Background: an optimization exercise with open tools, aiming at small area, a short achievable clock period and few clock cycles. Do not read the settings as production practice. Function was checked by simulation only, so behaviour that the tests miss may differ from the original. No activity file was given, so power comes from the tool's default toggle rates.

$ cat design/flow/design.v
module htfv_crc8 (
    input  wire [7:0] acc_in,
    input  wire [7:0] data,
    output reg  [7:0] acc_out
);
    integer i;
    always @* begin
        acc_out = acc_in ^ data;
        for (i = 0; i < 8; i = i + 1) begin
            if (acc_out[7])
                acc_out = {acc_out[6:0], 1'b0} ^ 8'h31;
            else
                acc_out = {acc_out[6:0], 1'b0};
        end
    end
endmodule
module htfv_scaler (
    input  wire [15:0] raw,
    input  wire        humid,      
    output wire [23:0] num,
    output wire [15:0] centi
);
    wire [23:0] p = humid ? raw * 24'd100 : raw * 24'd165;
    wire [30:0] x = p * 31'd100;
    wire [14:0] q = x[30:16];
    wire [16:0] s = {2'b00, q} + {1'b0, x[15:0]} + 17'd1;
    assign num   = humid ? p : p - 24'd2621400;
    assign centi = {1'b0, q} + {15'd0, s[16]} - (humid ? 16'd0 : 16'd4000);
endmodule
module htfv (
    input  wire        clk,
    input  wire        rst,
    input  wire        op_valid,
    input  wire [31:0] op,
    output wire        op_ready,
    input  wire [4:0]  raddr,
    output reg  [31:0] rdata
);
    localparam [1:0] S_IDLE = 2'd0, S_RECV = 2'd1, S_DONE = 2'd2, S_FAIL = 2'd3;
    localparam [1:0] C_NONE = 2'd0, C_RST = 2'd1, C_CONV = 2'd2, C_READ = 2'd3;
    localparam [2:0] E_OK = 3'd0, E_CHECKSUM = 3'd1, E_BUS = 3'd2, E_SEQUENCE = 3'd3,
                     E_RANGE = 3'd4, E_NOT_VALID = 3'd5, E_ILLEGAL = 3'd6;
    reg [7:0]  devaddr;
    reg        lock;
    reg [1:0]  cmd;
    reg [7:0]  acc;
    reg        match;
    reg [1:0]  fstate;
    reg [4:0]  count, idx;
    reg [1:0]  pos;
    reg [7:0]  hi, lo, fcrc;
    reg        ckerr, ferr;
    reg [3:0]  erridx;
    reg [15:0] word [0:15];
    reg [23:0] res;
    reg [15:0] centi;
    reg [2:0]  ecode;
    assign op_ready = 1'b1;
    wire [7:0]  grp    = op[31:24];
    wire [7:0]  op_idx = op[23:16];
    wire [15:0] imm    = op[15:0];
    wire [7:0]  b      = op[7:0];
    wire z_idx = (op_idx == 8'h00);
    wire z_hi  = (op[15:8] == 8'h00);
    wire z_b   = (b == 8'h00);
    wire f_none = z_idx & z_hi & z_b;    
    wire f_byte = z_idx & z_hi;          
    wire f_word = z_idx;                 
    wire f_ix   = z_hi & z_b;            
    wire is_nop      = (grp == 8'h00) & f_none;
    wire is_cmd      = ((grp == 8'h10) | (grp == 8'h11) | (grp == 8'h12)) & f_none;
    wire is_cfg_addr = (grp == 8'h1F) & f_byte;
    wire is_crc_init = (grp == 8'h20) & f_none;
    wire is_crc_byte = (grp == 8'h21) & f_byte;
    wire is_crc_cmp  = (grp == 8'h22) & f_byte;
    wire is_crc_word = (grp == 8'h23) & f_word;
    wire is_frm_start= (grp == 8'h30) & f_byte;
    wire is_frm_byte = (grp == 8'h31) & f_byte;
    wire is_frm_berr = (grp == 8'h32) & f_none;
    wire is_frm_read = (grp == 8'h33) & f_ix;
    wire is_scl_imm  = ((grp == 8'h40) | (grp == 8'h41)) & f_word;
    wire is_scl_wd   = ((grp == 8'h42) | (grp == 8'h43)) & f_ix;
    wire [7:0] acc_next;
    htfv_crc8 u_crc_acc (.acc_in(acc), .data(b), .acc_out(acc_next));
    wire [7:0] fcrc_next;
    htfv_crc8 u_crc_frm (.acc_in(pos == 2'd0 ? 8'h00 : fcrc), .data(b), .acc_out(fcrc_next));
    wire [7:0] wcrc_hi, wcrc;
    htfv_crc8 u_crc_w0 (.acc_in(8'h00),   .data(imm[15:8]), .acc_out(wcrc_hi));
    htfv_crc8 u_crc_w1 (.acc_in(wcrc_hi), .data(imm[7:0]),  .acc_out(wcrc));
    wire [15:0] word_rd = word[op_idx[3:0]];
    wire        idx_ok  = (op_idx < {3'b000, count});
    wire [15:0] scl_raw   = grp[1] ? word_rd : imm;
    wire        scl_humid = grp[0];
    wire [23:0] scl_num;
    wire [15:0] scl_centi;
    htfv_scaler u_scaler (.raw(scl_raw), .humid(scl_humid), .num(scl_num), .centi(scl_centi));
    wire frame_ok  = (fcrc == b);
    wire ckerr_new = ckerr | ~frame_ok;
    wire last      = (idx + 5'd1 == count);
    wire in_recv   = (fstate == S_RECV);
    wire in_done   = (fstate == S_DONE);
    always @(posedge clk) begin
        if (op_valid && !rst && is_frm_byte && in_recv && pos == 2'd2 && !ckerr && frame_ok)
            word[idx[3:0]] <= {hi, lo};
    end
    always @(posedge clk) begin
        if (rst) begin
            devaddr <= 8'h40;
            lock    <= 1'b0;
            cmd     <= C_NONE;
            acc     <= 8'h00;
            match   <= 1'b0;
            fstate  <= S_IDLE;
            count   <= 5'd0;
            idx     <= 5'd0;
            pos     <= 2'd0;
            hi      <= 8'h00;
            lo      <= 8'h00;
            fcrc    <= 8'h00;
            ckerr   <= 1'b0;
            ferr    <= 1'b0;
            erridx  <= 4'd0;
            res     <= 24'd0;
            centi   <= 16'd0;
            ecode   <= E_OK;
        end else if (op_valid) begin
            if (is_nop) begin
                ecode <= E_OK;
            end else if (is_cmd) begin
                if (in_recv) begin
                    ecode <= E_SEQUENCE;
                end else begin
                    lock  <= 1'b1;
                    cmd   <= grp[1:0] + 2'd1;
                    ecode <= E_OK;
                end
            end else if (is_cfg_addr) begin
                if (lock) begin
                    ecode <= E_SEQUENCE;
                end else begin
                    devaddr <= b;
                    lock    <= 1'b1;
                    ecode   <= E_OK;
                end
            end else if (is_crc_init) begin
                acc   <= 8'h00;
                ecode <= E_OK;
            end else if (is_crc_byte) begin
                acc   <= acc_next;
                ecode <= E_OK;
            end else if (is_crc_cmp) begin
                match <= (acc == b);
                ecode <= E_OK;
            end else if (is_crc_word) begin
                res   <= {16'd0, wcrc};
                ecode <= E_OK;
            end else if (is_frm_start) begin
                if (in_recv) begin
                    ecode <= E_SEQUENCE;
                end else if (b > 8'd16) begin
                    ecode <= E_RANGE;
                end else begin
                    count  <= b[4:0];
                    idx    <= 5'd0;
                    pos    <= 2'd0;
                    hi     <= 8'h00;
                    lo     <= 8'h00;
                    fcrc   <= 8'h00;
                    ckerr  <= 1'b0;
                    ferr   <= 1'b0;
                    erridx <= 4'd0;
                    fstate <= (b == 8'd0) ? S_DONE : S_RECV;
                    ecode  <= E_OK;
                end
            end else if (is_frm_byte) begin
                if (!in_recv) begin
                    ecode <= E_SEQUENCE;
                end else if (pos == 2'd0) begin
                    hi    <= b;
                    fcrc  <= fcrc_next;
                    pos   <= 2'd1;
                    ecode <= E_OK;
                end else if (pos == 2'd1) begin
                    lo    <= b;
                    fcrc  <= fcrc_next;
                    pos   <= 2'd2;
                    ecode <= E_OK;
                end else begin
                    if (!ckerr && !frame_ok) begin
                        ckerr  <= 1'b1;
                        erridx <= idx[3:0];
                    end
                    idx <= idx + 5'd1;
                    pos <= 2'd0;
                    if (last && !ckerr_new) begin
                        fstate <= S_DONE;
                        ecode  <= E_OK;
                    end else if (last) begin
                        fstate <= S_FAIL;
                        ecode  <= E_CHECKSUM;
                    end else begin
                        ecode  <= E_OK;
                    end
                end
            end else if (is_frm_berr) begin
                if (!in_recv) begin
                    ecode <= E_SEQUENCE;
                end else begin
                    erridx <= idx[3:0];
                    ferr   <= 1'b1;
                    fstate <= S_FAIL;
                    ecode  <= E_BUS;
                end
            end else if (is_frm_read) begin
                if (!in_done) begin
                    ecode <= E_NOT_VALID;
                end else if (!idx_ok) begin
                    ecode <= E_RANGE;
                end else begin
                    res   <= {8'd0, word_rd};
                    ecode <= E_OK;
                end
            end else if (is_scl_imm) begin
                res   <= scl_num;
                centi <= scl_centi;
                ecode <= E_OK;
            end else if (is_scl_wd) begin
                if (!in_done) begin
                    ecode <= E_NOT_VALID;
                end else if (!idx_ok) begin
                    ecode <= E_RANGE;
                end else begin
                    res   <= scl_num;
                    centi <= scl_centi;
                    ecode <= E_OK;
                end
            end else begin
                ecode <= E_ILLEGAL;
            end
        end
    end
    wire [7:0]  txa    = (cmd != C_NONE) ? devaddr : 8'h00;
    wire [7:0]  txb    = (cmd == C_RST) ? 8'h1E : (cmd == C_CONV) ? 8'h40 : 8'h00;
    wire [7:0]  rxw    = (cmd == C_READ) ? 8'd2 : 8'd0;
    wire [15:0] waitus = (cmd == C_RST) ? 16'd5000 : (cmd == C_CONV) ? 16'd5600 : 16'd0;
    always @* begin
        case (raddr)
            5'h00: rdata = {4'h0, erridx, 3'b000, idx, 5'b00000, ecode, lock, match, ferr, ckerr, pos, fstate};
            5'h01: rdata = {{8{res[23]}}, res};
            5'h02: rdata = {16'h0000, centi};
            5'h03: rdata = {8'h00, rxw, txa, txb};
            5'h04: rdata = {16'h0000, waitus};
            5'h05: rdata = {24'h000000, acc};
            5'h06: rdata = {24'h000000, devaddr};
            5'h07: rdata = {fcrc, lo, hi, 3'b000, count};
            5'h08: rdata = 32'd16;
            default: rdata = 32'h0000_0000;
        endcase
    end
endmodule
$ cat design/flow/run.sh
#!/bin/bash
# synth_recipe.tcl (not shown) runs the flow's synth.tcl, then flattens the netlist and writes it again
# the make line also repeats each setting of config.mk as NAME=value (left out here)
make -C /OpenROAD-flow-scripts/flow DESIGN_CONFIG=/design/flow/config.mk WORK_HOME=/design/flow/orfs CLKGATE_MAP_FILE= SYNTH_SCRIPT=/design/flow/synth_recipe.tcl finish
$ cat design/flow/config.mk
export PLATFORM = sky130hd
export DESIGN_NAME = htfv
export DESIGN_NICKNAME = htfv
export VERILOG_FILES = /design/flow/design.v
export SDC_FILE = /design/flow/constraint.sdc
export NUM_CORES = 4
export LEC_CHECK = 0
export CAP_MARGIN = 20
export CORE_MARGIN = 2
export CORE_UTILIZATION = 30
export SLEW_MARGIN = 20
$ cat design/flow/constraint.sdc
create_clock -name core_clock -period 30.0 [get_ports {clk}]
set_input_delay 6.0000 -clock core_clock [delete_from_list [all_inputs] [get_ports {clk}]]
set_output_delay 6.0000 -clock core_clock [all_outputs]
set_load 0.01 [all_outputs]
==> results of run 1 <==
[routing by layer]
layer  share of wire (%)  routed length (um)  GRT usage, %
met1                  43               30800          22.2
met2                  47               33800          28.0
met3                 7.3                5250          2.94
met4                 2.7                1940          4.69
met5                0.18                 129         0.908
[how the worst max path moves through the flow]
stage | endpoint | depth (start not counted)
4_1_cts | centi[14] | 48
3_5_place_dp | centi[14] | 50
2_1_floorplan | centi[14] | 50
5_1_grt | centi[14] | 47
3_3_place_gp | centi[14] | 49
6_report | centi[14] | 47
[kinds of logic (layout without fill, tap and decap cells)]
family	count (synthesis)	count (layout)	synth area share (%)
and+or+nand+nor	571	571	11.4
muxes	137	137	9.74
other	1	1	0.0153
adders and majority gates	303	303	17.1
buffers and inverters	237	325	3.94
xor gates and xnor gates	169	169	6.04
DFF	363	363	40.1
AOI/OAI and AO/OA	430	430	11.7
[cells in the final DEF, fill, tap and decap left out, types with 9 or more instances in the layout]
cell type | synthesis | routed
a31oi_1 | 10 | 10
clkdlybuf4s50_1 | 0 | 67
a21o_1 | 38 | 38
a21oi_1 | 124 | 124
mux2i_1 | 48 | 48
and3_1 | 25 | 25
a22oi_1 | 44 | 44
nor4_1 | 12 | 12
nor2b_1 | 12 | 12
edfxtp_1 | 256 | 256
nand2b_1 | 26 | 26
o21bai_1 | 10 | 10
ha_1 | 250 | 250
nor2_1 | 150 | 147
clkbuf_16 | 0 | 37
o211ai_1 | 27 | 27
inv_1 | 147 | 147
o21a_1 | 9 | 9
or2_2 | 9 | 9
buf_4 | 5 | 42
xor2_1 | 65 | 65
mux4_2 | 79 | 79
a222oi_1 | 12 | 12
and2_1 | 14 | 14
fa_1 | 52 | 52
nand3_1 | 41 | 41
nand4_1 | 15 | 15
o21ai_0 | 68 | 67
dfxtp_1 | 107 | 107
a211oi_1 | 19 | 19
nor3_1 | 33 | 27
nand2_1 | 183 | 183
xnor2_1 | 104 | 104
[critical path: cells and delay by family]
kind            cells  cell delay, ps
simple gates        5             430
compound gates     18            4560
xor+xnor            2             460
buf+inv             5            1430
fa+ha+maj          13            4510
mux                 4            1830
[sequential cells by signal, indices dropped and copies added, names as in the netlist, 3 cells and up]
| register | count |
|---|---|
| word | 256 |
| res | 24 |
| centi | 16 |
| acc | 8 |
| devaddr | 8 |
| fcrc | 8 |
| hi | 8 |
| lo | 8 |
| count | 5 |
| idx | 5 |
| erridx | 4 |
| ecode | 3 |
[per-stage QoR]
stage / cells / hold slack, ps / util, % / power [uW]
5_1_grt: 3359 / 480 / 34.4 / 3420
6_report: 3359 / 465 / 34.4 / 3150
4_1_cts: 3359 / 463 / 34.4 / 3140
3_5_place_dp: 3294 / 451 / 32.8 / 2640
2_1_floorplan: 2211 / 425 / - / 2150
3_3_place_gp: 3294 / 452 / 32.8 / 2650
[power by group through the flow]
stage / registers, uW / logic, uW / clock network (uW)
after floorplan: 540 / 1610 / 0
after global placement: 540 / 2110 / 0
after detailed placement: 540 / 2100 / 0
after CTS: 530 / 2130 / 488
after global routing: 529 / 2390 / 505
final: 530 / 2140 / 481
[final cells by class]
class,instances,area (sq um),share of cell area [%]
Clock buffer,45,976,3.52
Clock inverter,20,285,1.03
Inverter,149,559,2.02
Multi-Input combinational cell,1611,13800,49.6
Sequential cell,363,9830,35.4
Tap cell,1060,1330,4.78
Timing Repair Buffer,111,996,3.59
==> notes.md, run 1 <==
Yosys warnings=2; ANT nets after route=0; hold_sp=centi[4]; combinational power share=67.9%; CTS tree=built; largest net degree at the start of global routing=67; # port buffers=71; clk slew on worst S/H paths=70 ps; num rows=104; Pwr Density=113 nW/um^2; Hold Path Sink=centi[4]; initial antenna violation count=2; cts hold-fix bufs=0; # H-tree levels=2; setup_tns=0 ps; Post-synth EDFFs=256; Critical Path Max Stage Delay=790 ps; max-cap viol count=0; Via Count=18000; CTS Buffer Depth=3; Placed Area=26500 sq um; post-CTS setup buffers=0; most common cell in the synthesized netlist=edfxtp_1; fillcell total=8011; Slew Limit Fails=0; TritonCTS buffer count=36; final wirelength=72.0 mm; Net Sw Frac=46.7%; vias in the first global route=18000; switching pwr=1470 uW; worst hold stages=2; final setup fails=0; crit-path most repeated cell=ha_1; start point of the critical path=op[16]; synth unique cells=90; P&R area growth vs syn=13.2%; syn avg cell area=11.1 sq um; Reg power frac=16.8%; crit path DAT=19270 ps; clock sinks=363; Setup crit end kind=flip-flop; I/O pin count=73; first-pass GRT wire length=109 mm; Worst Skew=25.0 ps; crit path max fanout=43; Slowest-stage cell, CP=buf_4; Syn Std Cell Area=24500 sq um; drt wl/cell=21.4 um; Worst R2R Path Depth=48; status=no timing/DRC/antenna violations; CP Launch Type=primary input; starting density of the core=30.4%; die span in x=290 um; Clk Latency, worst-skew pair=540 ps; drc violations=0; Crit Reg-Reg Endpoint=centi[14]; Die Y-Extent=290 um; Worst Tran Pin Value=1150 ps; Hold Violations, Final=0; synthesized instance count=2211; crit path time final=18850 ps; RSZ-0062 raised after global routing=false; Total GRT Usage=16.7%; Data required, critical path=30420 ps; HPWL Detailed=52.3 mm; cell leakage power=0.0116 uW; Post-Place Setup Slack=10610 ps; area leader, netlist=edfxtp_1; #FFs+latches synth=363; DR iter-0 viols=1781; Tcrit/Tclk final=62.8%; FF-to-FF setup slack=17430 ps; Syn Nets=2553; register area share after synthesis=40.1%; PostCTS Resize Cnt=0; fin nets=2614; setup ws final=11150 ps; clock group share of total power=15.3%; core area=80700 sq um; top_reg_cell synth=edfxtp_1; Hold WC Path Type=flip-flop to flip-flop; die area=84000 sq um; vias per inst=5.36; Final GP Congestion=0.896; Max Fclk=53.0 MHz; max_slew headroom=23.1%; layout cells sized above 1=10.1%; ant diodes=0; Clock Tree Root=clkbuf_16; Synth top cells by count=edfxtp_1, ha_1, nand2_1; largest cells by area after synthesis=edfxtp_1, ha_1, dfxtp_1; 1st-pass router iterations=6; share of flip-flops with an asynchronous set or reset=0%; RR Startpoint=word[14][7]; Int Power=1680 uW; Max VDD drop=0.212 mV; total grt overflow=0; Final Cell Area=27700 sq um; Crit Path Category=primary input to flip-flop; Synth top area share=31.4%
Testbench counts, summed over its fixed seeds: cycles 13,426.
==> run 2: changes to the inputs <==
--- a/design/flow/design.v
+++ b/design/flow/design.v
@@ -17,15 +17,75 @@
 module htfv_scaler (
     input  wire [15:0] raw,
     input  wire        humid,      
-    output wire [23:0] num,
+    output wire [23:0] num
+);
+    wire        t  = ~humid;
+    wire [23:0] r  = {8'd0, raw};
+    wire [23:0] o1 = t ? (r << 7) : (r << 6);
+    wire [23:0] o2 = r << 5;
+    wire [23:0] o3 = r << 2;
+    wire [23:0] o4 = t ? r : 24'd0;
+    wire [23:0] o5 = t ? 24'hD80028 : 24'd0;
+    wire [23:0] s1 = o1 ^ o2 ^ o3;
+    wire [23:0] c1 = ((o1 & o2) | (o1 & o3) | (o2 & o3)) << 1;
+    wire [23:0] s2 = s1 ^ c1 ^ o4;
+    wire [23:0] c2 = ((s1 & c1) | (s1 & o4) | (c1 & o4)) << 1;
+    wire [23:0] s3 = s2 ^ c2 ^ o5;
+    wire [23:0] c3 = ((s2 & c2) | (s2 & o5) | (c2 & o5)) << 1;
+    wire        co;
+    htfv_bkadd #(.W(24), .L(5)) u_add (.a(s3), .b(c3), .ci(1'b0), .s(num), .co(co));
+endmodule
+module htfv_centi (
+    input  wire [23:0] num,
     output wire [15:0] centi
 );
-    wire [23:0] p = humid ? raw * 24'd100 : raw * 24'd165;
-    wire [30:0] x = p * 31'd100;
-    wire [14:0] q = x[30:16];
-    wire [16:0] s = {2'b00, q} + {1'b0, x[15:0]} + 17'd1;
-    assign num   = humid ? p : p - 24'd2621400;
-    assign centi = {1'b0, q} + {15'd0, s[16]} - (humid ? 16'd0 : 16'd4000);
+    wire [28:0] n  = {{5{num[23]}}, num};
+    wire [28:0] a1 = n << 4;
+    wire [28:0] a2 = n << 3;
+    wire [28:0] zs = a1 ^ a2 ^ n;
+    wire [28:0] zc = ((a1 & a2) | (a1 & n) | (a2 & n)) << 1;
+    wire [28:0] z;                                        
+    wire        zco;
+    htfv_bkadd #(.W(29), .L(5)) u_z (.a(zs), .b(zc), .ci(1'b0), .s(z), .co(zco));
+    wire [15:0] q = {z[28], z[28:14]};
+    wire [15:0] l = {z[13:0], 2'b00};
+    wire [15:0] lsum;
+    wire        c16;
+    htfv_bkadd #(.W(16), .L(4)) u_c (.a(l), .b(q), .ci(1'b1), .s(lsum), .co(c16));
+    wire        cco;
+    htfv_bkadd #(.W(16), .L(4)) u_o (.a(q), .b({16{q[15]}}), .ci(c16), .s(centi), .co(cco));
+endmodule
+module htfv_bkadd #(
+    parameter W = 16,
+    parameter L = 4       
+) (
+    input  wire [W-1:0] a,
+    input  wire [W-1:0] b,
+    input  wire         ci,
+    output wire [W-1:0] s,
+    output wire         co
+);
+    reg [W-1:0] p, g, pp, gg;
+    integer i, j;
+    always @* begin
+        p  = a ^ b;
+        g  = a & b;
+        gg = g;
+        pp = p;
+        gg[0] = g[0] | (p[0] & ci);
+        for (i = 1; i <= L; i = i + 1)
+            for (j = (1 << i) - 1; j < W; j = j + (1 << i)) begin
+                gg[j] = gg[j] | (pp[j] & gg[j - (1 << (i - 1))]);
+                pp[j] = pp[j] & pp[j - (1 << (i - 1))];
+            end
+        for (i = L; i > 0; i = i - 1)
+            for (j = (1 << i) + (1 << (i - 1)) - 1; j < W; j = j + (1 << i)) begin
+                gg[j] = gg[j] | (pp[j] & gg[j - (1 << (i - 1))]);
+                pp[j] = pp[j] & pp[j - (1 << (i - 1))];
+            end
+    end
+    assign s  = p ^ {gg[W-2:0], ci};
+    assign co = gg[W-1];
 endmodule
 module htfv (
     input  wire        clk,
@@ -53,7 +113,7 @@
     reg [3:0]  erridx;
     reg [15:0] word [0:15];
     reg [23:0] res;
-    reg [15:0] centi;
+    reg [23:0] cnum;
     reg [2:0]  ecode;
     assign op_ready = 1'b1;
     wire [7:0]  grp    = op[31:24];
@@ -92,8 +152,7 @@
     wire [15:0] scl_raw   = grp[1] ? word_rd : imm;
     wire        scl_humid = grp[0];
     wire [23:0] scl_num;
-    wire [15:0] scl_centi;
-    htfv_scaler u_scaler (.raw(scl_raw), .humid(scl_humid), .num(scl_num), .centi(scl_centi));
+    htfv_scaler u_scaler (.raw(scl_raw), .humid(scl_humid), .num(scl_num));
     wire frame_ok  = (fcrc == b);
     wire ckerr_new = ckerr | ~frame_ok;
     wire last      = (idx + 5'd1 == count);
@@ -121,7 +180,7 @@
             ferr    <= 1'b0;
             erridx  <= 4'd0;
             res     <= 24'd0;
-            centi   <= 16'd0;
+            cnum    <= 24'd0;
             ecode   <= E_OK;
         end else if (op_valid) begin
             if (is_nop) begin
@@ -222,7 +281,7 @@
                 end
             end else if (is_scl_imm) begin
                 res   <= scl_num;
-                centi <= scl_centi;
+                cnum  <= scl_num;
                 ecode <= E_OK;
             end else if (is_scl_wd) begin
                 if (!in_done) begin
@@ -231,7 +290,7 @@
                     ecode <= E_RANGE;
                 end else begin
                     res   <= scl_num;
-                    centi <= scl_centi;
+                    cnum  <= scl_num;
                     ecode <= E_OK;
                 end
             end else begin
@@ -239,6 +298,8 @@
             end
         end
     end
+    wire [15:0] centi;
+    htfv_centi u_centi (.num(cnum), .centi(centi));
     wire [7:0]  txa    = (cmd != C_NONE) ? devaddr : 8'h00;
     wire [7:0]  txb    = (cmd == C_RST) ? 8'h1E : (cmd == C_CONV) ? 8'h40 : 8'h00;
     wire [7:0]  rxw    = (cmd == C_READ) ? 8'd2 : 8'd0;
==> run 2 against run 1 <==
Flip-flop and latch count grew 8. Routed wire length shrank 11%. Combinational power shrank 91%. Sequential power grew 2%.
==> notes.md, run 2 <==
status=no timing/DRC/antenna violations; Syn Nets=1940 (-24%); initial antenna violation count=5 (+3); clock sinks=371 (+2.2%); CTS tree=built; Final GP Congestion=0.904 (+0.95%); hold_sp=match; cell leakage power=0.00896 uW (-23%); Max VDD drop=0.0346 mV (-84%); Data required, critical path=24000 ps (-6420 ps); CTS Buffer Depth=3 (unchanged); top_reg_cell synth=edfxtp_1; most common cell in the synthesized netlist=edfxtp_1; syn avg cell area=12.5 sq um (+13%); max-cap viol count=0 (unchanged); final wirelength=63.7 mm (-11%); first-pass GRT wire length=95.8 mm (-12%); Worst R2R Path Depth=20 (-58%); CP Cell Sequence=clkdlybuf4s50_1 > nor2_1 > and3_1 > and2_1 > buf_4 > a222oi_1 > inv_1 > clkdlybuf4s50_1; Hold WC Path Type=flip-flop to flip-flop; Worst Tran Pin Value=1110 ps (-40.7 ps); commonest cells after routing, fill and taps aside=edfxtp_1, dfxtp_1, ha_1, nand2_1, inv_1; Hold Slack=481 ps (+15.0 ps); max FFs per register=256 (unchanged); final setup fails=0 (unchanged); DR iter-0 viols=1314 (-26%); num rows=97 (-6.7%); Worst Skew=24.5 ps (-0.452 ps); # port buffers=71 (unchanged); Crit Path Category=primary input to output pin; worst hold stages=2 (unchanged); register area=9990 sq um (+1.6%); #FFs+latches synth=371 (+2.2%); Placed Instances=2673 (-19%); die area=73200 sq um (-13%); largest cells by area after synthesis=edfxtp_1, dfxtp_1, mux4_2; vias per inst=5.34 (-0.36%); area leader, netlist=edfxtp_1; synth unique cells=87 (-3.3%); cts hold-fix bufs=0 (unchanged); drt wl/cell=23.2 um (+8.3%); 1st-pass router iterations=5 (-1); drc violations=0 (unchanged); layout cells sized above 1=13.5% (+3.4 points); crit path time final=15170 ps (-3680 ps); Max Fclk=65.9 MHz (+24%); crit path DAT=9170 ps (-10100 ps); Synth top cells by count=edfxtp_1, dfxtp_1, ha_1; Clk Latency, worst-skew pair=580 ps (+40 ps); # H-tree levels=2 (unchanged); Setup crit end kind=output pin; fin nets=2006 (-23%); Synth top area share=36.0% (+4.7 points); ANT nets after route=0 (unchanged); post-CTS setup buffers=0 (unchanged); core area=70300 sq um (-13%); Post-synth EDFFs=256 (unchanged); commonest non-fill, non-tap cell in the layout=edfxtp_1; Die Y-Extent=271 um (-6.6%); total grt overflow=0 (unchanged); Tcrit/Tclk final=50.6% (-12 points); Slowest-stage cell, CP=a222oi_1; RR Startpoint=word[10][4]; crit-path most repeated cell=clkdlybuf4s50_1; Yosys warnings=5 (+3); P&R area growth vs syn=14.6%; starting density of the core=30.4% (about the same); Critical Path Max Stage Delay=790 ps (about the same); setup_tns=0 ps (unchanged); Hold Violations, Final=0 (unchanged); Hold Path Sink=match; Slew Limit Fails=0 (unchanged); Total GRT Usage=17.3% (+0.51 points); Clock Tree Root=clkbuf_16; CP Launch Type=primary input; Syn Std Cell Area=21300 sq um (-13%); HPWL Detailed=45.5 mm (-13%); TritonCTS buffer count=39 (+8.3%); max_slew headroom=26.1% (+3.0 points); synthesized instance count=1708 (-23%); I/O pin count=73 (unchanged); crit path max fanout=13 (-70%); largest net degree at the start of global routing=96 (+43%); FF-to-FF setup slack=23740 ps (+6310 ps); fillcell total=6792 (-15%); post-route insts no fill=2748 (-18%); RSZ-0062 raised after global routing=false; vias in the first global route=14900 (-17%); die span in x=271 um (-6.6%); PostCTS Resize Cnt=0 (unchanged); share of flip-flops with an asynchronous set or reset=0% (unchanged); Crit Reg-Reg Endpoint=res[22]; area of the multi-input gates=10700 sq um (-22%); Via Count=14700 (-18%); Pwr Density=48.4 nW/um^2 (-57%); register area share after synthesis=46.8% (+6.7 points); clk slew on worst S/H paths=50 ps (-20 ps)
[run 2: cell types whose count changed after synthesis, sizes merged, moves of 24 or more]
cell	change
a21oi	-33
a22o	+24
fa	+26
ha	-136
inv	-52
nand2	-87
nor2	-53
xnor2	-27
xor2	-25
[run 2: where the power goes]
part / total (uW) / switching (uW) / leakage [uW] / internal [uW]
clock network: 461 / 205 / 0.000592 / 256
logic: 182 / 108 / 0.00507 / 73.6
registers: 540 / 0.253 / 0.00330 / 540
total: 1180 / 313 / 0.00896 / 869
[run 2: metrics by stage]
step	setup slack [ps]	util (%)	instance area, sq um	power (uW)
floorplan	16380	-	21300	673
global placement	14900	33.0	23200	729
detailed placement	14870	33.0	23200	731
CTS	14850	34.7	24400	1190
global route	14620	34.8	24400	1230
finish	14830	34.8	24400	1180
[run 2: worst max-delay path, delay by kind of cell]
| kind | cells | cell delay (ps) |
|---|---|---|
| buffers and inverters | 4 | 1540 |
| AOI/OAI and AO/OA | 1 | 790 |
| and+or+nand+nor | 3 | 820 |
[run 2: worst max-delay path by stage]
stage                     slack (ps)        end     start  cells after the start
after floorplan                16380   rdata[0]  raddr[1]                      6
after global placement         14900  rdata[18]  raddr[3]                      8
after detailed placement       14870  rdata[18]  raddr[3]                      8
after CTS                      14850  rdata[18]  raddr[3]                      8
after global routing           14620  rdata[16]  raddr[3]                      8
final                          14830  rdata[18]  raddr[3]                      8
[run 2: area by class of cell]
cell class / instances / area share (%)
clock inverter: 20 / 0.681
sequential: 371 / 40.9
multi-input combinational: 1156 / 43.8
inverter: 97 / 1.49
antenna: 5 / 0.0512
tap: 940 / 4.81
timing repair buffer: 109 / 4.07
clock buffer: 50 / 4.24
[run 2: cell families after synthesis]
kind of cell | after synthesis | synth area share [%]
other | 1 | 0.0176
AOI/OAI and AO/OA | 357 | 11.9
muxes | 124 | 10.4
adders and majority gates | 192 | 14.0
xor gates and xnor gates | 118 | 4.91
DFF | 371 | 46.8
and+or+nand+nor | 364 | 8.56
buffers and inverters | 181 | 3.38
[run 2: per-layer routing]
metal	global-route usage (%)	vias to the layer above	part of all wire, %
met1	23.7	7533	44
met5	0	-	0.020
met3	2.64	99	5.9
met2	27.9	490	47
li1	-	6558	-
met4	5.70	2	2.8
Testbench counts of run 2, summed over its fixed seeds: cycles 13,426.
==> run 3: changes to the inputs <==
==> design/flow/flow/run.sh (new file) <==
#!/bin/bash
# Layout flow: the standard ORFS flow (standard.sh, synthesis unchanged), with
# repair_timing asked to leave extra setup margin so that it shortens the critical
# paths further than the 30 ns clock alone would make it. The constraints (clock,
# I/O delays, loads) are the design's own. TNS_END_PERCENT=0 keeps the repair on the
# worst paths only. Each make run's full output goes to a log file in this folder;
# ORFS's per-step logs stay under orfs/logs.
set -euo pipefail
bash standard.sh SETUP_SLACK_MARGIN=17.5 TNS_END_PERCENT=0 finish > standard_finish.log 2>&1
==> design/flow/standard.sh (new file) <==
#!/bin/bash
# synth_recipe.tcl (not shown) runs the flow's synth.tcl, then flattens the netlist and writes it again
# the make line also repeats each setting of config.mk as NAME=value (left out here)
make -C /OpenROAD-flow-scripts/flow DESIGN_CONFIG=/design/flow/config.mk WORK_HOME=/design/flow/orfs CLKGATE_MAP_FILE= SYNTH_SCRIPT=/design/flow/synth_recipe.tcl "${@:-finish}"
removed: design/flow/run.sh
==> run 3 against run 2 <==
Hold slack improved by 7.5 ps. Flip-flop and latch count unchanged. Count of clock-buffer cells in the layout increased by 3. Core utilization increased by 0.67 points. Register-to-register slack got worse by 50 ps. Die area unchanged. Critical path depth increased by 1. Cell count increased by 1.3%. Critical path type unchanged. Largest power group unchanged.
==> notes.md, run 3 <==
status=no timing/DRC/antenna violations; total power=1200 uW (+1.0%); final wirelength=64.8 mm (+1.7%); die area=73200 sq um (unchanged); FF-to-FF setup slack=23690 ps (-50 ps); total grt overflow=0 (unchanged); largest net degree at the start of global routing=84 (-13%); setup_tns=0 ps (unchanged); Slew Limit Fails=0 (unchanged); CP Cell Sequence=buf_8 > or3_4 > buf_6 > nor3_4 > buf_12 > buf_4 > a222oi_1 > inv_1 > buf_2; Post-Place Setup Slack=14970 ps (+104 ps); Max VDD drop=0.0322 mV (-7.0%); Synth top area share=36.0% (unchanged); largest cells by area after synthesis=edfxtp_1, dfxtp_1, mux4_2; worst hold stages=2 (unchanged); final setup fails=0 (unchanged); I/O pin count=73 (unchanged); area of the multi-input gates=10900 sq um (+1.6%); syn avg cell area=12.5 sq um (unchanged); Yosys warnings=5 (unchanged); met3 Track Usage GR=3.57% (+0.92 points); Post-synth EDFFs=256 (unchanged); Hold WC Path Type=flip-flop to flip-flop; clk slew on worst S/H paths=50 ps (about the same); layout cells sized above 1=18.2% (+4.7 points); grt peak-use layer=met2; core area=70300 sq um (unchanged); area leader, netlist=edfxtp_1; drc violations=0 (unchanged); vias in the first global route=14900 (+0.094%); HPWL Detailed=45.8 mm (+0.51%); Worst R2R Path Depth=20 (unchanged); Placed Instances=2672 (-0.037%); synth unique cells=87 (unchanged); crit path time final=13680 ps (-1490 ps); DR iter-0 viols=1684 (+28%); Final GP Congestion=0.923 (+2.1%); Data required, critical path=24000 ps (about the same); P&R area growth vs syn=16.8%; max FFs per register=256 (unchanged); drt wl/cell=23.3 um (+0.39%); fillcell total=6785 (-0.10%); hold_sp=res[16]; routing usage on met2=28.6% (+0.65 points); Hold Violations, Final=0 (unchanged); Tcrit/Tclk final=45.6% (-5.0 points); Syn Std Cell Area=21300 sq um (unchanged); CTS Buffer Depth=3 (unchanged); share of flip-flops with an asynchronous set or reset=0% (unchanged); CP Launch Type=primary input; Worst Tran Pin Value=1080 ps (-29.0 ps); Clk Latency, worst-skew pair=580 ps (about the same); family with the most delay on the worst path=buffers and inverters; max_slew headroom=27.8% (+1.7 points); RSZ-0062 raised after global routing=true; crit path max fanout=6 (-7); Setup crit end kind=output pin; register area share after synthesis=46.8% (unchanged); setup ws final=16320 ps (+1490 ps); initial antenna violation count=8 (+3); #FFs+latches synth=371 (unchanged); num rows=97 (unchanged); Total GRT Usage=17.5% (+0.20 points); 1st-pass router iterations=7 (+2); starting density of the core=30.4% (unchanged); clock sinks=371 (unchanged); CTS tree=built; ANT nets after route=0 (unchanged); Via Count=15000 (+2.4%); Die Y-Extent=271 um (unchanged); Pwr Density=48.0 nW/um^2 (-0.88%); die span in x=271 um (unchanged); Crit Path Category=primary input to output pin; Slowest-stage cell, CP=a222oi_1; Clock Tree Root=clkbuf_16; GR Util met1=23.3% (-0.35 points); max-cap viol count=0 (unchanged); Buf/Inv on CP=6 (+2); post-route insts no fill=2783 (+1.3%); fin nets=2043 (+1.8%); Max Fclk=73.1 MHz (+11%); Critical Path Max Stage Delay=740 ps (-50 ps); first-pass GRT wire length=96.4 mm (+0.63%); TritonCTS buffer count=40 (+2.6%); Worst Skew=17.9 ps (-6.59 ps); Hold Path Sink=res[16]; cell leakage power=0.00932 uW (+4.1%); Syn Nets=1940 (unchanged); Synth top cells by count=edfxtp_1, dfxtp_1, ha_1; Crit Reg-Reg Endpoint=res[22]; crit path DAT=7680 ps (-1490 ps); commonest non-fill, non-tap cell in the layout=edfxtp_1; # H-tree levels=2 (unchanged); # port buffers=71 (unchanged); register area=10000 sq um (+0.16%); vias per inst=5.40 (+1.1%); top_reg_cell synth=edfxtp_1; most common cell in the synthesized netlist=edfxtp_1; RR Startpoint=word[7][4]; synthesized instance count=1708 (unchanged); cts hold-fix bufs=0 (unchanged); commonest cells after routing, fill and taps aside=edfxtp_1, ha_1, dfxtp_1, nand2_1, inv_1
## run 3: cell counts after synthesis
Identical to the previous run, type by type.
## run 3: metal layers
layer  part of all wire [%]  up-vias
li1                       -     6611
met1                     43     7677
met2                     47      605
met3                    6.9      141
met4                    3.0        4
met5                  0.042        -
## run 3: worst max-delay path by stage
stage | startpoint | end | slack, ps | depth (start not counted)
after global routing | cnum[0] | rdata[12] | 16210 | 33
after CTS | raddr[2] | rdata[16] | 16400 | 8
after detailed placement | raddr[3] | rdata[16] | 14970 | 7
final | raddr[2] | rdata[18] | 16320 | 9
after global placement | raddr[3] | rdata[16] | 14690 | 7
after floorplan | raddr[4] | rdata[0] | 16780 | 6
## run 3: worst reg2reg max path: cells and delay by family, from the launching register on
kind | cells | cell delay (ps)
adders and majority gates | 5 | 2190
DFF | 1 | 360
and+or+nand+nor | 1 | 200
AOI/OAI and AO/OA | 8 | 1830
muxes | 3 | 1400
buffers and inverters | 3 | 270
## run 3: final cells by class
type	count	share of cell area [%]
diodes	3	0.0301
clock buffers	53	4.21
clock inverters	18	0.658
inverters	97	1.46
multi-input cells	1157	43.6
flip-flops and latches	371	40.2
well taps	940	4.72
repair buffers	144	5.12
## run 3: timing repair
| item | in CTS | in global routing |
|---|---|---|
| pin swaps | 20 | 13 |
| setup buffers | 32 | 3 |
| cloned | 2 | 0 |
| setup endpoints to repair | 38 | 51 |
| gates resized for setup | 150 | 9 |
## run 3: cell families (layout without fill, tap and decap cells)
logic type	Yosys count	count (layout)	synth area share, %
flops	371	371	46.8
mux	124	124	10.4
other cells	1	4	0.0176
buf+inv	181	312	3.38
xor+xnor	118	118	4.91
compound gates	357	357	11.9
simple gates	364	365	8.56
fa+ha+maj	192	192	14.0
## run 3: power by group
| part | total [uW] | internal (uW) | switching (uW) | leakage [uW] |
|---|---|---|---|---|
| logic | 188 | 76.4 | 112 | 0.00544 |
| registers | 540 | 540 | 0.210 | 0.00330 |
| clock network | 467 | 258 | 209 | 0.000580 |
## run 3: metrics by stage
| step | util, % | hold slack [ps] | instance area, sq um |
|---|---|---|---|
| final | 35.4 | 488 | 24900 |
| after global routing | 35.4 | 514 | 24900 |
| after CTS | 35.4 | 469 | 24900 |
| after floorplan | - | 431 | 21400 |
| after detailed placement | 33.1 | 462 | 23300 |
| after global placement | 33.1 | 459 | 23200 |
==> run 4: changes to the inputs <==
--- a/design/flow/design.v
+++ b/design/flow/design.v
@@ -108,11 +108,12 @@
     reg [1:0]  fstate;
     reg [4:0]  count, idx;
     reg [1:0]  pos;
-    reg [7:0]  hi, lo, fcrc;
+    reg [7:0]  hi, lo;
     reg        ckerr, ferr;
     reg [3:0]  erridx;
     reg [15:0] word [0:15];
-    reg [23:0] res;
+    reg [15:0] rlo;
+    reg        rsel;
     reg [23:0] cnum;
     reg [2:0]  ecode;
     assign op_ready = 1'b1;
@@ -142,8 +143,10 @@
     wire is_scl_wd   = ((grp == 8'h42) | (grp == 8'h43)) & f_ix;
     wire [7:0] acc_next;
     htfv_crc8 u_crc_acc (.acc_in(acc), .data(b), .acc_out(acc_next));
-    wire [7:0] fcrc_next;
-    htfv_crc8 u_crc_frm (.acc_in(pos == 2'd0 ? 8'h00 : fcrc), .data(b), .acc_out(fcrc_next));
+    wire [7:0] fc1, fc2;
+    htfv_crc8 u_crc_f1 (.acc_in(8'h00), .data(hi), .acc_out(fc1));
+    htfv_crc8 u_crc_f2 (.acc_in(fc1),   .data(lo), .acc_out(fc2));
+    wire [7:0] fcrc = (pos == 2'd1) ? fc1 : fc2;
     wire [7:0] wcrc_hi, wcrc;
     htfv_crc8 u_crc_w0 (.acc_in(8'h00),   .data(imm[15:8]), .acc_out(wcrc_hi));
     htfv_crc8 u_crc_w1 (.acc_in(wcrc_hi), .data(imm[7:0]),  .acc_out(wcrc));
@@ -153,13 +156,13 @@
     wire        scl_humid = grp[0];
     wire [23:0] scl_num;
     htfv_scaler u_scaler (.raw(scl_raw), .humid(scl_humid), .num(scl_num));
-    wire frame_ok  = (fcrc == b);
+    wire frame_ok  = (fc2 == b);
     wire ckerr_new = ckerr | ~frame_ok;
     wire last      = (idx + 5'd1 == count);
     wire in_recv   = (fstate == S_RECV);
     wire in_done   = (fstate == S_DONE);
     always @(posedge clk) begin
-        if (op_valid && !rst && is_frm_byte && in_recv && pos == 2'd2 && !ckerr && frame_ok)
+        if (pos == 2'd2)
             word[idx[3:0]] <= {hi, lo};
     end
     always @(posedge clk) begin
@@ -175,11 +178,11 @@
             pos     <= 2'd0;
             hi      <= 8'h00;
             lo      <= 8'h00;
-            fcrc    <= 8'h00;
             ckerr   <= 1'b0;
             ferr    <= 1'b0;
             erridx  <= 4'd0;
-            res     <= 24'd0;
+            rlo     <= 16'd0;
+            rsel    <= 1'b0;
             cnum    <= 24'd0;
             ecode   <= E_OK;
         end else if (op_valid) begin
@@ -211,7 +214,8 @@
                 match <= (acc == b);
                 ecode <= E_OK;
             end else if (is_crc_word) begin
-                res   <= {16'd0, wcrc};
+                rlo   <= {8'd0, wcrc};
+                rsel  <= 1'b0;
                 ecode <= E_OK;
             end else if (is_frm_start) begin
                 if (in_recv) begin
@@ -224,7 +228,6 @@
                     pos    <= 2'd0;
                     hi     <= 8'h00;
                     lo     <= 8'h00;
-                    fcrc   <= 8'h00;
                     ckerr  <= 1'b0;
                     ferr   <= 1'b0;
                     erridx <= 4'd0;
@@ -236,12 +239,10 @@
                     ecode <= E_SEQUENCE;
                 end else if (pos == 2'd0) begin
                     hi    <= b;
-                    fcrc  <= fcrc_next;
                     pos   <= 2'd1;
                     ecode <= E_OK;
                 end else if (pos == 2'd1) begin
                     lo    <= b;
-                    fcrc  <= fcrc_next;
                     pos   <= 2'd2;
                     ecode <= E_OK;
                 end else begin
@@ -276,11 +277,12 @@
                 end else if (!idx_ok) begin
                     ecode <= E_RANGE;
                 end else begin
-                    res   <= {8'd0, word_rd};
+                    rlo   <= word_rd;
+                    rsel  <= 1'b0;
                     ecode <= E_OK;
                 end
             end else if (is_scl_imm) begin
-                res   <= scl_num;
+                rsel  <= 1'b1;
                 cnum  <= scl_num;
                 ecode <= E_OK;
             end else if (is_scl_wd) begin
@@ -289,7 +291,7 @@
                 end else if (!idx_ok) begin
                     ecode <= E_RANGE;
                 end else begin
-                    res   <= scl_num;
+                    rsel  <= 1'b1;
                     cnum  <= scl_num;
                     ecode <= E_OK;
                 end
@@ -307,7 +309,7 @@
     always @* begin
         case (raddr)
             5'h00: rdata = {4'h0, erridx, 3'b000, idx, 5'b00000, ecode, lock, match, ferr, ckerr, pos, fstate};
-            5'h01: rdata = {{8{res[23]}}, res};
+            5'h01: rdata = rsel ? {{8{cnum[23]}}, cnum} : {16'h0000, rlo};
             5'h02: rdata = {16'h0000, centi};
             5'h03: rdata = {8'h00, rxw, txa, txb};
             5'h04: rdata = {16'h0000, waitus};
==> run 4 against run 3 <==
Cell count fell by 1.4%. Area after synthesis shrank 1.6%. Die area fell by 1.5%. Final area shrank 0.40%. Synthesized cell count shrank 3.0%.
==> notes.md, run 4 <==
status=no timing/DRC/antenna violations; #FFs+latches synth=356 (-4.0%); met2 wire len=29.7 mm (-2.4%); initial antenna violation count=0 (-8); CTS Buffer Depth=3 (unchanged); Met1 Wirelength=27.7 mm (-0.88%); vias in the first global route=14400 (-3.5%); total grt overflow=0 (unchanged); Synth top area share=36.6% (+0.57 points); Clk Latency, worst-skew pair=560 ps (-20 ps); largest net degree at the start of global routing=65 (-23%); Setup crit end kind=output pin; simple-gate share of the synthesized area=8.80% (+0.24 points); metal3 WL=4.41 mm (-0.72%); layout cells sized above 1=19.8% (+1.6 points); Synth top cells by count=edfxtp_1, nor2_1, ha_1; crit path time final=13720 ps (+43.7 ps); drt wl/cell=23.2 um (-0.40%); total power=1160 uW (-3.3%); TritonCTS buffer count=37 (-7.5%); # port buffers=71 (unchanged); syn avg cell area=12.7 sq um (+1.5%); starting density of the core=30.1% (-0.21 points); fin nets=2009 (-1.7%); complex-gate fraction of the synthesized area=8.35% (-3.5 points); ANT nets after route=0 (unchanged); Pwr Density=46.6 nW/um^2 (-2.9%); Max Used Layer=met4; Syn Nets=1888 (-2.7%); register area share after synthesis=46.1% (-0.69 points); Via Count=14400 (-4.0%); 1st-pass router iterations=6 (-1); I/O pin count=73 (unchanged); Tcrit/Tclk final=45.7% (+0.15 points); Clock Tree Root=clkbuf_16; setup_tns=0 ps (unchanged); CTS tree=built; vias per inst=5.26 (-2.7%); final setup fails=0 (unchanged); num rows=97 (unchanged); commonest cells after routing, fill and taps aside=edfxtp_1, nor2_1, ha_1, inv_1, dfxtp_1; RSZ-0062 raised after global routing=true; post-synthesis mux area share=12.8% (+2.4 points); DR iter-0 viols=1345 (-20%); # H-tree levels=2 (unchanged); XOR/XNOR Fraction of Synth Area=6.05% (+1.1 points); crit path max fanout=9 (+3); Hold Violations, Final=0 (unchanged); adder-cell share of the synthesized area=14.2% (+0.22 points); core area=69700 sq um (-0.86%); Die Y-Extent=269 um (-0.77%); Syn Std Cell Area=21000 sq um (-1.6%); final wirelength=63.6 mm (-1.8%); most common cell in the synthesized netlist=edfxtp_1; P&R area growth vs syn=18.2%; Hold WC Path Type=flip-flop to flip-flop; share of flip-flops with an asynchronous set or reset=0% (unchanged); drc violations=0 (unchanged); Max VDD drop=0.0390 mV (+21%); commonest non-fill, non-tap cell in the layout=edfxtp_1; synthesized instance count=1656 (-3.0%); clock sinks=356 (-4.0%); crit path DAT=7720 ps (+40 ps); Worst Tran Pin Value=1030 ps (-45.4 ps); Crit Path Category=primary input to output pin; die span in x=269 um (-0.77%); Worst Skew=22.4 ps (+4.49 ps); area leader, netlist=edfxtp_1; Data required, critical path=24000 ps (about the same); max-cap viol count=0 (unchanged); Total GRT Usage=17.6% (+0.11 points); Yosys warnings=5 (unchanged); Max Fclk=72.9 MHz (-0.32%); ant diodes=0 (-3); HPWL Detailed=43.6 mm (-4.8%); clk slew on worst S/H paths=60 ps (about the same); cell leakage power=0.00920 uW (-1.3%); top_reg_cell synth=edfxtp_1; die area=72100 sq um (-1.5%); first-pass GRT wire length=94.0 mm (-2.5%); Slew Limit Fails=0 (unchanged); Post-synth EDFFs=256 (unchanged); max FFs per register=256 (unchanged); largest family of logic cells by synthesized area=adder cells; CP Launch Type=primary input; synth unique cells=84 (-3.4%); max_slew headroom=30.9% (+3.2 points); largest cells by area after synthesis=edfxtp_1, dfxtp_1, mux4_2; Final GP Congestion=0.919 (-0.46%)
-- run 4: changes by cell type after synthesis, sizes merged, moves of 15 or more --
cell and change:
a22o -25, nand2b +16, nor2 +44, mux2i +41, nand2 -15, a21oi -32
dfxtp -15
-- run 4: what timing repair did --
action | in CTS | in global routing
hold buffers | 0 | 0
endpoints found under the setup margin | 40 | 43
cloned | 5 | 0
setup buffers | 41 | 6
pin swaps | 35 | 22
gates resized for setup | 146 | 22
-- run 4: logic make-up after synthesis --
group / count (synthesis)
AND/OR/NAND/NOR: 379
flip-flops: 356
AO/OA/AOI/OAI: 258
adder cells (fa/ha/maj): 192
buffers and inverters: 175
multiplexers: 167
XOR/XNOR: 128
other: 1
-- run 4: path summary, 6_finish.rpt --
path	startpoint	to	slack, ps	cells past startpoint
max	raddr[0]	rdata[20]	16280	6
min	erridx[2]	erridx[2]	470	2
max reg2reg	word[14][4]	cnum[22]	23450	21
min reg2reg	erridx[2]	erridx[2]	470	2
-- run 4: layout make-up --
class                   instances  area, sq um
inverters                      95          357
clock buffers                  47         1010
flip-flops and latches        356         9720
repair buffers                160         1400
fillers                      6778        44900
multi-input cells            1127        10900
clock inverters                19          255
well taps                     940         1180
-- run 4: per-stage QoR --
stage               area [sq um]  std cells  hold slack, ps  utilization, %  setup slack [ps]
floorplan                  21100       1656             429               -             16990
global placement           22900       2626             463            32.9             15360
detailed placement         22900       2626             467            32.9             15320
CTS                        24700       2738             478            35.5             16280
global route               24800       2744             494            35.6             16050
finish                     24800       2744             475            35.6             16280
-- run 4: where the power goes --
part / total [uW] / leakage [uW] / internal [uW] / switching, uW
combinational: 150 / 0.00540 / 65.4 / 84.8
sequential: 520 / 0.00319 / 520 / 0.122
clock: 486 / 0.000616 / 284 / 202
total: 1160 / 0.00920 / 869 / 287
-- run 4: critical path: stages --
cell and delay (ps):
buf_2 190, nor2b_4 170, and3_4 240, a222oi_1 710, inv_1 140, clkdlybuf4s15_1 260
-- run 4: layer usage --
layer / track usage [%] / up-vias
met2: 28.3 / 565
met5: 0 / -
met4: 5.00 / 0
met3: 2.68 / 108
met1: 24.5 / 7378
li1: - / 6379
Testbench counts of run 4, summed over its fixed seeds: cycles 13,426.
==> run 5: changes to the inputs <==
==> design/flow/flow/run.sh (replaced) <==
#!/bin/bash
# Layout flow: the standard ORFS flow (standard.sh, synthesis unchanged), with
#  - repair_timing asked to leave extra setup margin (SETUP_SLACK_MARGIN) so that it
#    shortens the critical paths further than the 30 ns clock alone would make it;
#    TNS_END_PERCENT=0 keeps that repair on the worst paths only;
#  - every port still buffered, with the smallest buffer (repair upsizes the
#    critical ones);
#  - clock tree from clkbuf_8 cells, without dummy balancing loads.
# The constraints (clock, I/O delays, loads) are the design's own. Each make run's
# full output goes to a log file in this folder; ORFS's per-step logs stay under
# orfs/logs.
set -euo pipefail
bash standard.sh \
  SETUP_SLACK_MARGIN=17.5 \
  TNS_END_PERCENT=0 \
  "BUFFER_PORTS_ARGS=-buffer_cell sky130_fd_sc_hd__buf_1" \
  "CTS_ARGS=-sink_clustering_enable -repair_clock_nets -dont_use_dummy_load -buf_list sky130_fd_sc_hd__clkbuf_8" \
  finish > standard_finish.log 2>&1
==> run 5 against run 4 <==
Still clean. Cell count is 0.98% lower. Area after synthesis stayed put. Fmax is 0.47% lower. Count of clock-buffer cells in the layout is 10 higher. Largest cell class unchanged.
==> notes.md, run 5 <==
status=no timing/DRC/antenna violations; # H-tree levels=2 (unchanged); Crit Path Category=primary input to output pin; Setup crit end kind=output pin; crit path DAT=7790 ps (+70 ps); HPWL Detailed=43.0 mm (-1.3%); Synth top area share=36.6% (unchanged); total grt overflow=0 (unchanged); Net Sw Frac=25.3% (+0.53 points); commonest cells after routing, fill and taps aside=edfxtp_1, nor2_1, ha_1, inv_1, dfxtp_1; Synth top cells by count=edfxtp_1, nor2_1, ha_1; combinational power share=14.6% (+1.6 points); worst hold stages=2 (unchanged); Die Y-Extent=269 um (unchanged); register area share after synthesis=46.1% (unchanged); Critical Path Max Stage Delay=890 ps (+180 ps); clock group share of total power=33.6% (-8.4 points); TritonCTS buffer count=57 (+54%); I/O pin count=73 (unchanged); P&R area growth vs syn=13.0%; Final GP Congestion=0.966 (+5.2%); Syn Std Cell Area=21000 sq um (unchanged); Syn Nets=1888 (unchanged); initial antenna violation count=2 (+2); clk slew on worst S/H paths=60 ps (about the same); Int Power=749 uW (-14%); DR iter-0 viols=1337 (-0.59%); largest cells by area after synthesis=edfxtp_1, dfxtp_1, mux4_2; Data required, critical path=24000 ps (about the same); max FFs per register=256 (unchanged); Total GRT Usage=17.0% (-0.58 points); Slowest-stage cell, CP=a222oi_1; Reg power frac=51.9% (+6.9 points); family with the most delay on the worst path=compound AO/OA/AOI/OAI gates; share of flip-flops with an asynchronous set or reset=0% (unchanged); fin nets=2011 (+0.10%); top_reg_cell synth=edfxtp_1; Worst Skew=67.2 ps (+44.8 ps); vias in the first global route=14500 (+0.58%); Hold WC Path Type=flip-flop to flip-flop; cts hold-fix bufs=0 (unchanged); drc violations=0 (unchanged); drt wl/cell=22.8 um (-1.8%); ANT nets after route=0 (unchanged); Yosys warnings=5 (unchanged); Post-Place Setup Slack=15800 ps (+484 ps); Slew Limit Fails=0 (unchanged); setup ws final=16210 ps (-64.6 ps); CTS tree=built; cell leakage power=0.00866 uW (-5.9%); Max Fclk=72.5 MHz (-0.47%); # port buffers=71 (unchanged); Clk Latency, worst-skew pair=620 ps (+60 ps); first-pass GRT wire length=91.5 mm (-2.7%); final wirelength=61.9 mm (-2.8%); num rows=97 (unchanged); layout cells sized above 1=18.0% (-1.8 points); Clock Tree Root=clkbuf_8; largest net degree at the start of global routing=97 (+49%); starting density of the core=30.1% (unchanged); CP Cell Sequence=buf_1 > or3_4 > nor3_2 > buf_6 > a222oi_1 > inv_1 > buf_2; core area=69700 sq um (unchanged); Via Count=14300 (-1.0%); vias per inst=5.26 (about the same); crit path max fanout=20 (+11); syn avg cell area=12.7 sq um (unchanged); FF-to-FF setup slack=23430 ps (-20 ps); commonest non-fill, non-tap cell in the layout=edfxtp_1; Max VDD drop=0.0282 mV (-28%); synthesized instance count=1656 (unchanged); die span in x=269 um (unchanged); final setup fails=0 (unchanged); #FFs+latches synth=356 (unchanged); Post-synth EDFFs=256 (unchanged); Tcrit/Tclk final=46.0% (+0.22 points); RSZ-0062 raised after global routing=true; 1st-pass router iterations=5 (-1); ant diodes=0 (unchanged); setup_tns=0 ps (unchanged); Worst R2R Path Depth=21 (unchanged); max_slew headroom=22.2% (-8.7 points); max-cap viol count=0 (unchanged); critical path depth in cells=7 (+1); Worst Tran Pin Value=1170 ps (+130 ps); synth unique cells=84 (unchanged); Final Cell Area=23700 sq um (-4.3%); Placed Area=22500 sq um (-1.7%); crit path time final=13790 ps (+64.6 ps); CTS Buffer Depth=3 (unchanged); die area=72100 sq um (unchanged); switching pwr=254 uW (-11%); most common cell in the synthesized netlist=edfxtp_1; Hold Violations, Final=0 (unchanged); Buf/Inv on CP=4 (+1); Pwr Density=42.3 nW/um^2 (-9.2%); area leader, netlist=edfxtp_1; clock sinks=356 (unchanged); CP Launch Type=primary input
==> run 5: area by class of cell <==
class,count,area [sq um]
multi-input combinational,1126,10800
tap,940,1180
timing repair buffer,143,872
fill,6882,45900
sequential,356,9710
inverter,95,357
clock buffer,57,785
==> run 5: kinds of logic (layout without fill, tap and decap cells) <==
| family | count (synthesis) | after routing | share of synthesized area [%] |
|---|---|---|---|
| AO/OA/AOI/OAI | 258 | 258 | 8.35 |
| multiplexers | 167 | 167 | 12.8 |
| buffers and inverters | 175 | 295 | 3.65 |
| AND/OR/NAND/NOR | 379 | 380 | 8.80 |
| other | 1 | 1 | 0.0179 |
| XOR/XNOR | 128 | 128 | 6.05 |
| adder cells (fa/ha/maj) | 192 | 192 | 14.2 |
| flip-flops | 356 | 356 | 46.1 |
==> run 5: path summary, 6_finish.rpt <==
kind	from	endpoint
worst min register to register	erridx[0]	erridx[0]
worst min-delay path	erridx[0]	erridx[0]
worst max register to register	word[11][4]	cnum[22]
worst max-delay path	raddr[2]	rdata[16]
==> run 5: power by group through the flow <==
| stage | combinational [uW] | clock (uW) | sequential (uW) |
|---|---|---|---|
| 6_report | 146 | 337 | 521 |
| 5_1_grt | 164 | 366 | 520 |
| 3_5_place_dp | 145 | 0 | 531 |
| 3_3_place_gp | 142 | 0 | 531 |
| 2_1_floorplan | 106 | 0 | 531 |
| 4_1_cts | 147 | 347 | 521 |
==> run 5: routing by layer <==
| layer | track usage, % | vias up | share of wire, % |
|---|---|---|---|
| li1 | - | 6326 | - |
| met1 | 23.8 | 7294 | 44 |
| met2 | 27.5 | 559 | 47 |
| met3 | 2.47 | 98 | 7.1 |
| met4 | 4.59 | 2 | 2.5 |
| met5 | 0 | - | 0.019 |
==> run 5: through the flow <==
| stage | util (%) | hold slack (ps) | total power (uW) | std cells |
|---|---|---|---|---|
| 6_report | 34.1 | 483 | 1000 | 2717 |
| 3_3_place_gp | 32.3 | 462 | 673 | 2628 |
| 5_1_grt | 34.1 | 508 | 1050 | 2717 |
| 4_1_cts | 33.7 | 480 | 1010 | 2699 |
| 2_1_floorplan | - | 429 | 637 | 1656 |
| 3_5_place_dp | 32.3 | 468 | 676 | 2629 |
==> run 5: timing repair <==
action,in CTS,in global routing
setup endpoints to repair,38,41
cloned,1,0
buffers inserted,12,17
resized for setup,39,23
pin swaps,18,36
==> run 5: worst register-to-register path: cells and delay by family (launching register included) <==
kind / cells / cell delay [ps]
DFF: 1 / 370
and+or+nand+nor: 1 / 90
buffers and inverters: 3 / 290
muxes: 3 / 1580
adders and majority gates: 5 / 2180
AOI/OAI and AO/OA: 9 / 1990
==> run 6: changes to the inputs <==
--- a/design/flow/flow/run.sh
+++ b/design/flow/flow/run.sh
@@ -5,7 +5,8 @@
 #    TNS_END_PERCENT=0 keeps that repair on the worst paths only;
 #  - every port still buffered, with the smallest buffer (repair upsizes the
 #    critical ones);
-#  - clock tree from clkbuf_8 cells, without dummy balancing loads.
+#  - clock tree from clkbuf_8 cells, without dummy balancing loads, sinks
+#    clustered by up to 15 within 60 um.
 # The constraints (clock, I/O delays, loads) are the design's own. Each make run's
 # full output goes to a log file in this folder; ORFS's per-step logs stay under
 # orfs/logs.
@@ -14,5 +15,5 @@
   SETUP_SLACK_MARGIN=17.5 \
   TNS_END_PERCENT=0 \
   "BUFFER_PORTS_ARGS=-buffer_cell sky130_fd_sc_hd__buf_1" \
-  "CTS_ARGS=-sink_clustering_enable -repair_clock_nets -dont_use_dummy_load -buf_list sky130_fd_sc_hd__clkbuf_8" \
+  "CTS_ARGS=-sink_clustering_enable -repair_clock_nets -dont_use_dummy_load -buf_list sky130_fd_sc_hd__clkbuf_8 -sink_clustering_size 15 -sink_clustering_max_diameter 60" \
   finish > standard_finish.log 2>&1
==> run 6 against run 5 <==
Routed wire length shrank 0.23%. Global-route usage hardly changed. Synthesized cell count stayed put. Critical path depth increased by 31. Combinational power about the same. Count of clock-buffer cells in the layout is 23 lower. Hold slack worse by 0.62 ps. Clock skew rose by 38 ps. Final area is 0.79% lower. Sequential share of layout area is 0.32 points higher. Largest cell class unchanged. Largest power group unchanged.
==> notes.md, run 6 <==
status=no timing/DRC/antenna violations; max-cap viol count=0 (unchanged); Synth top cells by count=edfxtp_1, nor2_1, ha_1; Placed Area=22500 sq um (unchanged); Post-synth EDFFs=256 (unchanged); setup_tns=0 ps (unchanged); crit-path most repeated cell=o21a_1; fillcell total=6900 (+0.26%); most common cell in the synthesized netlist=edfxtp_1; Slowest-stage cell, CP=fa_1; worst hold stages=2 (unchanged); Placed Instances=2629 (unchanged); synth unique cells=84 (unchanged); Pwr Density=39.2 nW/um^2 (-7.3%); crit path time final=13710 ps (-76.8 ps); routing usage on met2=27.6% (+0.077 points); layout cells sized above 1=17.6% (-0.38 points); CP Launch Type=flip-flop; DR iter-0 viols=1328 (-0.67%); Final GP Congestion=0.966 (unchanged); top_reg_cell synth=edfxtp_1; clock sinks=356 (unchanged); met3 Track Usage GR=2.22% (-0.25 points); final setup fails=0 (unchanged); # H-tree levels=2 (unchanged); grt peak-use layer=met2; Clk Latency, worst-skew pair=590 ps (-30 ps); synthesized instance count=1656 (unchanged); syn avg cell area=12.7 sq um (unchanged); Hold Violations, Final=0 (unchanged); core area=69700 sq um (unchanged); Crit Reg-Reg Endpoint=cnum[22]; final wirelength=61.7 mm (-0.23%); Syn Std Cell Area=21000 sq um (unchanged); area leader, netlist=edfxtp_1; max_slew headroom=21.2% (-1.0 points); vias in the first global route=14300 (-0.78%); cell leakage power=0.00856 uW (-1.1%); drt wl/cell=22.8 um (+0.25%); TritonCTS buffer count=34 (-40%); Worst Skew=105 ps (+38.1 ps); FF-to-FF setup slack=23380 ps (-50 ps); max FFs per register=256 (unchanged); Setup crit end kind=output pin; Worst Tran Pin Value=1180 ps (+15.4 ps); # port buffers=71 (unchanged); Hold WC Path Type=flip-flop to flip-flop; Hold Path Sink=ecode[1]; register area share after synthesis=46.1% (unchanged); Crit Path Category=flip-flop to output pin; hold_sp=ecode[1]; drc violations=0 (unchanged); GR Util met1=23.8% (-0.051 points); 1st-pass router iterations=5 (unchanged); Syn Nets=1888 (unchanged); ant diodes=0 (unchanged); clk slew on worst S/H paths=80 ps (+20 ps); Clock Tree Root=clkbuf_8; first-pass GRT wire length=91.4 mm (about the same); setup ws final=16290 ps (+76.8 ps); total grt overflow=0 (unchanged); post-route insts no fill=2704 (-0.48%); ANT nets after route=0 (unchanged); fin nets=1998 (-0.65%); total power=923 uW (-8.0%); vias per inst=5.27 (+0.23%); crit path max fanout=4 (-80%); Max Fclk=72.9 MHz (+0.56%); Die Y-Extent=269 um (unchanged); Critical Path Max Stage Delay=550 ps (-340 ps); Final Cell Area=23500 sq um (-0.79%); die span in x=269 um (unchanged); die area=72100 sq um (unchanged); I/O pin count=73 (unchanged); #FFs+latches synth=356 (unchanged); CTS tree=built; Yosys warnings=5 (unchanged); HPWL Detailed=43.0 mm (unchanged); initial antenna violation count=2 (unchanged); RSZ-0062 raised after global routing=true; crit path DAT=7710 ps (-80 ps); P&R area growth vs syn=12.1%; Via Count=14200 (-0.25%); Data required, critical path=24000 ps (about the same); Slew Limit Fails=0 (unchanged); commonest cells after routing, fill and taps aside=edfxtp_1, nor2_1, ha_1, inv_1, dfxtp_1; RR Startpoint=word[14][4]; Max VDD drop=0.0250 mV (-11%); commonest non-fill, non-tap cell in the layout=edfxtp_1; largest cells by area after synthesis=edfxtp_1, dfxtp_1, mux4_2; Synth top area share=36.6% (unchanged); share of flip-flops with an asynchronous set or reset=0% (unchanged); CTS Buffer Depth=3 (unchanged); Tcrit/Tclk final=45.7% (-0.26 points); Worst R2R Path Depth=21 (unchanged); largest net degree at the start of global routing=97 (unchanged); cts hold-fix bufs=0 (unchanged); Total GRT Usage=17.0% (about the same); Post-Place Setup Slack=15800 ps (unchanged); num rows=97 (unchanged); starting density of the core=30.1% (unchanged)
[run 6: cell count changes in the layout (fill, tap and decap cells not counted), sizes merged]
| cell | previous run | this run |
|---|---|---|
| clkbuf | 61 | 39 |
| buf | 139 | 148 |
[run 6: how the worst max path moves through the flow]
stage | startpoint | to | cells after the start
2_1_floorplan | raddr[0] | rdata[24] | 6
3_3_place_gp | cnum[4] | rdata[12] | 33
3_5_place_dp | cnum[4] | rdata[12] | 33
4_1_cts | cnum[0] | rdata[13] | 38
5_1_grt | cnum[1] | rdata[12] | 38
6_report | cnum[1] | rdata[12] | 38
[run 6: stage by stage]
stage	hold WS [ps]	util, %
finish	482	33.8
global route	510	33.8
CTS	479	33.5
detailed placement	468	32.3
global placement	462	32.3
floorplan	429	-
[run 6: kinds of logic after synthesis]
family / Yosys count / synth area share (%)
other: 1 / 0.0179
AOI/OAI and AO/OA: 258 / 8.35
xor gates and xnor gates: 128 / 6.05
and+or+nand+nor: 379 / 8.80
buffers and inverters: 175 / 3.65
muxes: 167 / 12.8
adders and majority gates: 192 / 14.2
DFF: 356 / 46.1
[run 6: metal layers]
layer  share of wire (%)  vias up
li1                    -     6303
met1                  44     7301
met2                  46      537
met3                 6.6      100
met4                 2.9        2
met5               0.019        -
[run 6: worst max-delay path: cells and delay by family (launching register included)]
kind                     cells  cell delay, ps
flip-flops                   1             370
adder cells (fa/ha/maj)      8            2730
AO/OA/AOI/OAI               20            3130
AND/OR/NAND/NOR              7             700
buffers and inverters        3             260
[run 6: power by group]
| part | internal (uW) | leakage [uW] | switching, uW |
|---|---|---|---|
| logic | 63.3 | 0.00513 | 83.7 |
| registers | 519 | 0.00318 | 0.124 |
| clock network | 102 | 0.000244 | 155 |
[run 6: cell type report]
class / instances / area, sq um / share of cell area (%)
Clock buffer: 34 / 468 / 1.99
Inverter: 95 / 357 / 1.51
Multi-Input combinational cell: 1126 / 10800 / 46.1
Sequential cell: 356 / 9710 / 41.2
Tap cell: 940 / 1180 / 5.00
Timing Repair Buffer: 153 / 991 / 4.21
[run 6: what timing repair did]
item | CTS | global route
buffers inserted | 21 | 18
pin swaps | 21 | 37
gates resized for setup | 45 | 26
gates cloned | 1 | 0
endpoints found under the setup margin | 40 | 44

==> what the ideal ports hide <==
The flow's constraints put no driver on any port. The routed layouts listed below were extracted and timed again, unchanged, in two steps. Step 1 (the two cells are an assumption about what drives the block):
set clk [get_ports {clk}]
set_driving_cell -lib_cell sky130_fd_sc_hd__clkbuf_16 $clk
set_driving_cell -lib_cell sky130_fd_sc_hd__buf_2 [delete_from_list [all_inputs] $clk]
Step 2 adds t to the input delays and takes it off the output delays; t is the mean of the earliest and latest rising clock arrival at the registers after step 1. Input paths then give back, and output paths get back, about the clock's delay inside the block. Three values: no drivers, after step 1, after step 2; two values: the first two.
| run | t (ns) | slack for setup (ns) | latest minus earliest clock arrival (ns) | worst slew at a driven data input, ns | cell pins on the clock port's net |
|---|---|---|---|---|---|
| run 1 | 0.585 | 11.149 / 11.177 / 10.591 | 0.025 / 0.025 | 0.14 | 1 |
| run 2 | 0.619 | 14.827 / 14.796 / 14.796 | 0.024 / 0.025 | 0.12 | 1 |
| run 3 | 0.626 | 16.321 / 16.265 / 16.265 | 0.018 / 0.018 | 0.12 | 1 |
| run 4 | 0.601 | 16.278 / 16.255 / 16.255 | 0.023 / 0.023 | 0.04 | 1 |
| run 5 | 0.627 | 16.213 / 16.172 / 16.172 | 0.078 / 0.078 | 0.08 | 1 |
| run 6 | 0.592 | 16.290 / 16.235 / 16.251 | 0.105 / 0.105 | 0.09 | 1 |
After both steps every run listed still meets setup and hold. For run 1, which loses most, drivers alone change the setup slack by +0.028 ns; drivers and shift together by -0.558 ns.
